What follows belongs to an exercise in optimizing a design on an open flow for small area, a short achievable clock period and few clock cycles; a production flow would make more cautious choices.
Where RTL was checked, it was by simulation tests only, not by an equivalence proof against the original.
Power is estimated from default activity; no workload was simulated.

// rawc_seq
module rawc_seq (
    input  wire        clk,
    input  wire        rst,         
    input  wire        cmd_valid,
    output wire        cmd_ready,
    input  wire [31:0] cmd_word,
    input  wire        wr_valid,
    output wire        wr_ready,
    input  wire [7:0]  wr_byte,
    output wire        rd_valid,
    output wire [7:0]  rd_byte,
    output wire        rsp_valid,
    input  wire        rsp_ready,
    output wire [31:0] rsp_word,
    output wire        p_valid,
    input  wire        p_ready,
    output wire [3:0]  p_kind,
    output wire [5:0]  p_reg,
    output wire        p_word,
    output wire [15:0] p_wdata,
    input  wire [31:0] p_rdata
);
For scale: roughly 920 cells after synthesis.
==> flow/config.mk <==
export PLATFORM = sky130hd
export DESIGN_NAME = rawc_seq
export DESIGN_NICKNAME = rawc_seq
export VERILOG_FILES = /design/flow/design.v
export SDC_FILE = /design/flow/constraint.sdc
export NUM_CORES = 4
export LEC_CHECK = 0
export CAP_MARGIN = 20
export CORE_MARGIN = 2
export CORE_UTILIZATION = 40
export SETUP_SLACK_MARGIN = 1.5
export SLEW_MARGIN = 20
==> flow/constraint.sdc <==
create_clock -name core_clock -period 5.0 [get_ports {clk}]
set_input_delay 1.0000 -clock core_clock [delete_from_list [all_inputs] [get_ports {clk}]]
set_output_delay 1.0000 -clock core_clock [all_outputs]
set_load 0.01 [all_outputs]
standard.sh (not shown) runs the stock make flow with config.mk's settings and CLKGATE_MAP_FILE= SYNTH_SCRIPT=/design/flow/synth_recipe.tcl, a recipe that flattens the netlist after the stock synthesis.
==> flow/flow/run.sh <==
#!/bin/bash
# Layout flow: the standard ORFS flow, unchanged, except that the port
# buffers inserted during placement use the smallest buffer cell.
set -euo pipefail
export BUFFER_PORTS_ARGS="-buffer_cell sky130_fd_sc_hd__buf_1"
bash standard.sh > standard_flow.log 2>&1
The first run completed without violations.
Change:
--- a/flow/design.v
+++ b/flow/design.v
@@ -220,17 +220,17 @@
             S_DGZ: begin o_reg = {3'd4, w}; o_wdata = 16'd0; end
             default: ;
         endcase
     end
     assign p_reg   = o_reg;
     assign p_word  = o_word;
     assign p_wdata = o_wdata;
     assign rsp_valid = rq;
-    assign rsp_word  = {ill, 11'd0, diags, ill ? 16'd0 : t0[15:0]};
+    assign rsp_word  = {ill, 11'd0, diags, t0[15:0]};
     wire [15:0] rd16    = p_rdata[15:0];
     wire        rd_nz   = (rd16 != 16'd0);
     wire        rd0     = p_rdata[0];
     wire [5:0]  dlo    = {1'b0, p_rdata[4:0]} - {1'b0, t0[4:0]};
     wire        blo    = dlo[5];
     wire [26:0] th     = p_rdata[31:5];
     wire [26:0] t0h    = t0[31:5];
     wire [26:0] xeq    = ~(th ^ t0h);                   
@@ -390,66 +390,63 @@
                     S_AWRB:  imm <= dec16(imm);
                     default: ;
                 endcase
             end
             if (acc) begin
                 op     <= c_op;
                 ill    <= !c_ok;
                 imm    <= cmd_word[15:0];
+                t0[15:0] <= cmd_word[15:0];
                 diags  <= 4'd0;
                 second <= 1'b0;
                 w      <= c_w;
                 mp     <= cmd_word[22:20];
                 md     <= cmd_word[27];
-                case (c_op)
-                    OP_INIT:     begin w <= 3'd1; mp <= 3'd3; md <= 1'b0; end
-                    OP_ALLOC_M:  begin w <= 3'd3; mp <= 3'd1; md <= 1'b1; end
-                    OP_ALLOC_D:  begin w <= 3'd1; mp <= 3'd2; md <= 1'b1; end
-                    OP_DEALL_M:  begin w <= 3'd2; mp <= 3'd1; md <= 1'b0; end
-                    OP_DEALL_D:  begin w <= 3'd0; mp <= 3'd2; md <= 1'b0; end
-                    OP_MOUNT_RX: begin mp <= 3'd0; md <= 1'b1; end
-                    OP_SEND_M:   begin w <= 3'd3; mp <= 3'd0; md <= 1'b0; end
-                    default: ;
-                endcase
-                case (c_op)
-                    OP_GET_ST: t0[15:0] <= {15'd0, mnt[c_w[0]]};
-                    OP_SET_ST: t0[15:0] <= 16'd0;
-                    OP_RDCSR:  t0[15:0] <= cmd_word[0] ? {14'd0, mnt} : {10'd0, oob};
-                    default:   t0[15:0] <= cmd_word[15:0];
-                endcase
                 pv     <= 1'b1;
                 rq     <= 1'b0;
                 if (!c_ok) begin
                     pv <= 1'b0;
                     rq <= 1'b1;
+                    t0[15:0] <= 16'd0;
                     st <= S_RSP;
                 end else begin
                     case (c_op)
-                        OP_INIT:     begin st <= S_EDIS; mnt <= 2'b00; end
-                        OP_ALLOC_M,
-                        OP_ALLOC_D:  st <= S_FIFO;
-                        OP_DEALL_D:  begin st <= S_EDIS; mnt[0] <= 1'b0; end
-                        OP_MOUNT_RX: begin st <= S_EDIS; if (c_w == 3'd0) mnt[0] <= 1'b1; end
-                        OP_DEALL_M,
-                        OP_SEND_M,
-                        OP_MOVE:     st <= S_EDIS;
+                        OP_INIT:     begin w <= 3'd1; mp <= 3'd3; md <= 1'b0; st <= S_EDIS;
+                                           mnt <= 2'b00; end
+                        OP_ALLOC_M:  begin w <= 3'd3; mp <= 3'd1; md <= 1'b1; st <= S_FIFO; end
+                        OP_ALLOC_D:  begin w <= 3'd1; mp <= 3'd2; md <= 1'b1; st <= S_FIFO; end
+                        OP_DEALL_M:  begin w <= 3'd2; mp <= 3'd1; md <= 1'b0; st <= S_EDIS; end
+                        OP_DEALL_D:  begin w <= 3'd0; mp <= 3'd2; md <= 1'b0; st <= S_EDIS;
+                                           mnt[0] <= 1'b0; end
+                        OP_MOUNT_RX: begin mp <= 3'd0; md <= 1'b1; st <= S_EDIS;
+                                           if (c_w == 3'd0) mnt[0] <= 1'b1; end
+                        OP_SEND_M:   begin w <= 3'd3; mp <= 3'd0; md <= 1'b0; st <= S_EDIS; end
                         OP_SET_IDX:  st <= S_SIDX;
                         OP_GET_IDX:  st <= S_GIDX;
                         OP_READ_B:   st <= oob[c_w] ? S_DGX : S_ARD;
                         OP_WRITE_B:  st <= oob[c_w] ? S_DGX : S_AWR;
+                        OP_MOVE:     st <= S_EDIS;
+                        OP_GET_ST: begin
+                            pv <= 1'b0;
+                            rq <= 1'b1;
+                            t0[15:0] <= {15'd0, mnt[c_w[0]]};
+                            st <= S_RSP;
+                        end
                         OP_SET_ST: begin
                             mnt[c_w[0]] <= cmd_word[0];
                             pv <= 1'b0;
                             rq <= 1'b1;
+                            t0[15:0] <= 16'd0;
                             st <= S_RSP;
                         end
                         default: begin    
                             pv <= 1'b0;
                             rq <= 1'b1;
+                            t0[15:0] <= cmd_word[0] ? {14'd0, mnt} : {10'd0, oob};
                             st <= S_RSP;
                         end
                     endcase
                 end
             end
         end
     end
 endmodule
Result: Routed wire length went down slightly; power went down slightly; clock skew hardly moves; setup slack is better by 0.15 ns; utilization went down by 3.3 points; synthesized area went up by a few percent; die area went up by a few percent; synthesized cell count went up by a few percent.
Testbench counts after the change, summed over its fixed seeds: cycles 146,720.
The RTL of the first run of this note was laid out without a check of its function.

==> separate check: timing with driven ports <==
No port has a modelled driver above. Below, the same layouts with a new extraction and two added sets of constraints.
Step 1 assumes that a clkbuf_16 drives the clock port and a buf_2 every other input.
Step 2 also shifts input and output timing later by t, the mid clock arrival at the registers, as if the neighbouring blocks saw the same clock.
a / b / c = ideal / step 1 / step 2; a / b = the first two.
run	shift t [ns]	setup WS [ns]	worst hold slack (ns)	worst setup path at the end	slew at the worst register clock pin (ns)
the first run	0.396	1.342 / 1.336 / 0.941	0.530 / 0.530 / 0.530	input to register	0.07 / 0.07
the second run	0.395	1.495 / 1.452 / 1.157	0.519 / 0.519 / 0.519	input to register	0.07 / 0.07
After both steps setup and hold are still met in every run listed. For the first run, which loses most, drivers alone change the setup slack by -0.006 ns; drivers and shift together by -0.401 ns.
